This design comes from an exercise in tuning for small area, a short achievable clock period and few clock cycles on the open sky130 flow, not from production work.
RTL that was checked went through simulation tests only; none was proved equivalent to the original.
Power is estimated from default activity; no workload was simulated.

Design usbasp_seq, start of the top module:
module usbasp_seq (
    input  wire        clk,
    input  wire        rst,
    input  wire        req_valid,
    output wire        req_ready,
    input  wire [1:0]  req_kind,       
    input  wire [63:0] req_data,       
    input  wire [3:0]  req_len,        
    output reg         rsp_valid,
    output reg  [2:0]  rsp_code,
    output reg  [3:0]  rsp_len,
    output wire [63:0] rsp_data,
    output wire        tgt_valid,
    input  wire        tgt_ready,
    output reg  [4:0]  tgt_op,
    output wire [31:0] tgt_addr,
    output wire [63:0] tgt_wdata,
    output wire [3:0]  tgt_len,
    input  wire [63:0] tgt_rdata,
    input  wire        rx_evt,
    input  wire [7:0]  rx_byte,
    input  wire        tx_evt,
    output wire        line_tx_valid,
    output wire [7:0]  line_tx_data,
    output reg         chan_en,
    output reg         rx_irq_en,
    output reg         tx_irq_en,
    output reg  [15:0] cfg_baud,
    output reg  [5:0]  cfg_mode
);
For scale: roughly 460 flip-flops, about 23000 µm² of cells after synthesis.
clock: 8.0 ns
lec_check: 0
cap_margin: 20
core_margin: 2
core_utilization: 60
cts_buf_list: sky130_fd_sc_hd__clkbuf_4
cts_cluster_size: 20
place_density: 0.72
setup_slack_margin: 4.3
slew_margin: 20
standard.sh (not shown) runs the stock make flow with config.mk's settings and CLKGATE_MAP_FILE= SYNTH_SCRIPT=/design/flow/synth_recipe.tcl, a recipe that flattens the netlist after the stock synthesis.
==> flow/flow/run.sh <==
#!/bin/bash
set -euo pipefail
export BUFFER_PORTS_ARGS="-buffer_cell sky130_fd_sc_hd__buf_1"
bash standard.sh > standard.log 2>&1
The first run completed without violations.
Edit:
--- a/flow/design.v
+++ b/flow/design.v
@@ -49,24 +49,22 @@
                      E_TPI_WRBLOCK    = 5'd17;
     localparam [1:0] SUB_FLASH = 2'd0, SUB_EEPROM = 2'd1, SUB_TPI = 2'd2, SUB_UART = 2'd3;
     reg         busy;         
     reg         tv;           
     reg         cmd;          
     reg         urx;          
     reg         utx;          
     reg         brd;          
     reg  [7:0]  wb;           
     reg  [3:0]  idx;          
     reg  [3:0]  cnt;          
-    reg         more;         
-    reg         lastb;        
     reg         flush_ph;     
     reg  [63:0] dbuf;         
     reg  [3:0]  op;
     reg  [31:0] cursor;
     reg  [15:0] remaining;
     reg  [11:0] page_size;
     reg  [15:0] page_counter;
     reg         blk_last;
     reg         long_mode;
     reg  [7:0]  rxq [0:14];   
     reg  [3:0]  rxc;          
@@ -176,40 +174,40 @@
     wire        rem_one  = rem_hi0 && (remaining[3:0] == 4'd1);
     wire [3:0]  k_req  = (rem_hi0 && remaining[3:0] < req_len) ? remaining[3:0] : req_len;
     wire        k_nz   = (req_len != 4'd0) && rem_nz;
     wire        op_ok    = k_fill ? op_read : op_write;         
     wire        s_ring   = !k_setup && op_ok && uart_op;
     wire        s_ev     = k_setup ? o_ev : (op_ok && !uart_op && k_nz);
     wire        start    = s_ring || s_ev;                       
     wire        urx_a     = acc && s_ring && k_fill;
     wire        utx_a     = acc && s_ring && !k_fill;
     wire        urx_on    = urx_a || urx;
     wire        utx_on    = utx_a || utx;
-    wire        last_byte = lastb;
+    wire        last_byte = (idx + 4'd1 == cnt);
     wire        k_one     = (k_req == 4'd1);
     wire [3:0]  r_pos     = acc ? 4'd0 : idx;
-    wire        r_more    = acc ? k_nz  : more;
+    wire        r_more    = acc ? k_nz  : (idx != cnt);
     wire        r_last    = acc ? k_one : last_byte;
     wire        can_pop   = r_more && !rx_empty;
     wire        can_push  = r_more && !tx_full;
     wire        pop_done  = !can_pop  || r_last || rxc == 4'd1;
     wire        push_done = !can_push || r_last || txc == 4'd14;
     wire [3:0]  pop_len   = can_pop ? r_pos + 4'd1 : r_pos;
     wire        push_zero = can_push ? rem_one : !rem_nz;
     wire        len_nz    = (req_len != 4'd0);
     wire        pre_pop   = !busy && op_read  && uart_op && rem_nz && !rx_empty;
     wire        pre_push  = !busy && op_write && uart_op && rem_nz && !tx_full;
     wire        pop_a     = req_valid && !req_kind[1] && req_kind[0] && len_nz && pre_pop;
     wire        push_a    = req_valid &&  req_kind[1] && len_nz && pre_push;
-    wire        do_pop    = pop_a  || (urx && more && !rx_empty);
-    wire        do_push   = push_a || (utx && more && !tx_full);
+    wire        do_pop    = pop_a  || (urx && idx != cnt && !rx_empty);
+    wire        do_push   = push_a || (utx && idx != cnt && !tx_full);
     wire        fin_ring  = (urx_on && pop_done) || (utx_on && push_done);
     wire        rx_push   = rx_evt && rx_ok;
     wire        tx_pop    = tx_evt && tx_irq_en && !tx_empty;
     wire        ev_acc    = tv && tgt_ready;
     wire        wflash    = !cmd && op[2:0] == {1'b1, SUB_FLASH};
     wire        is_tpi    = !cmd && op[1:0] == SUB_TPI;
     wire        paged     = (page_size != 12'd0);
     wire [15:0] pc_dec    = paged ? (page_counter - 16'd1) : page_counter;
     wire        page_full = paged && (page_counter == 16'd1);
     wire [15:0] pc_next   = page_full ? {4'd0, page_size} : pc_dec;
     wire [15:0] ps_pa     = {4'd0, page_size} + {15'd0, paged};  
@@ -267,41 +265,38 @@
     always @(posedge clk) begin
         if (acc) begin
             busy     <= s_ev || (s_ring && !fin_ring);
             tv       <= s_ev;
             cmd      <= k_setup;
             urx      <= urx_a && !pop_done;
             utx      <= utx_a && !push_done;
             brd      <= k_setup ? (opcode == 8'd3 || opcode == 8'd5 || opcode == 8'd13)
                                 : (k_fill && !op[1]);
             idx      <= {3'd0, k_setup || do_pop || do_push};
             cnt      <= k_req;
-            more     <= (do_pop || do_push) ? !k_one : k_nz;
-            lastb    <= (do_pop || do_push) ? (k_req == 4'd2) : k_one;
             flush_ph <= 1'b0;
         end else begin
             if (fin) begin
                 busy <= 1'b0;
                 tv   <= 1'b0;
                 urx  <= 1'b0;
                 utx  <= 1'b0;
             end
             if (ev_acc) begin
                 if (wflash)
                     flush_ph <= to_flush;
+                if (!to_flush)
+                    idx <= idx + 4'd1;
             end
-            if ((ev_acc && !to_flush) || do_pop || do_push) begin
-                idx   <= idx + 4'd1;
-                more  <= !lastb;
-                lastb <= (idx + 4'd2 == cnt);
-            end
+            if (do_pop || do_push)
+                idx <= idx + 4'd1;
         end
         if (acc) begin
             if (k_setup)
                 tgt_op <= d_ev;
             else case (op[1:0])
                 SUB_FLASH:  tgt_op <= !k_fill ? (paged ? E_ISP_WRFLASH_P : E_ISP_WRFLASH_I) : E_ISP_RDFLASH;
                 SUB_EEPROM: tgt_op <= !k_fill ? E_ISP_WREEPROM : E_ISP_RDEEPROM;
                 default:    tgt_op <= !k_fill ? E_TPI_WRBLOCK  : E_TPI_RDBLOCK;
             endcase
             wb <= (k_setup || utx_a) ? req_data[15:8] : req_data[7:0];
         end else begin
Design area shrinks slightly; power shrinks by a few percent; fmax grows slightly; global-route usage shrinks by 1.1 points; via count shrinks slightly; worst setup slack gains 28 ps; synthesized area shrinks slightly; die area shrinks slightly; sequential cell count shrinks by 2; core utilization grows by 0.29 points; sequential power barely changes.
Testbench counts after the change, summed over its fixed seeds: cycles 23,014.
For the first run of this note, only the layout was checked, not whether the RTL still works.

[static timing again, ports no longer ideal]
The flow's constraints put no driver on any port. The routed layouts listed below were extracted and timed again, unchanged, in two steps.
Step 1 assumes that a clkbuf_16 drives the clock port and a buf_2 every other input.
Step 2 also shifts input and output timing later by t, the mid clock arrival at the registers, as if the neighbouring blocks saw the same clock.
Slacks: ideal ports / drivers / drivers and shift; pairs: ideal ports / drivers.
run	t, ns	slack for setup (ns)	worst setup path after step 2	worst register clock-pin slew, ns	pins driven straight from the clock port
the first run	0.889	4.325 / 4.342 / 3.452	input to register	0.08 / 0.08	1
the second run	0.857	4.353 / 4.308 / 3.451	input to register	0.08 / 0.08	1
After both steps every run listed still meets setup and hold. The setup slack of the second run, which loses most, moves by -0.045 ns with the drivers and by -0.902 ns with both steps.
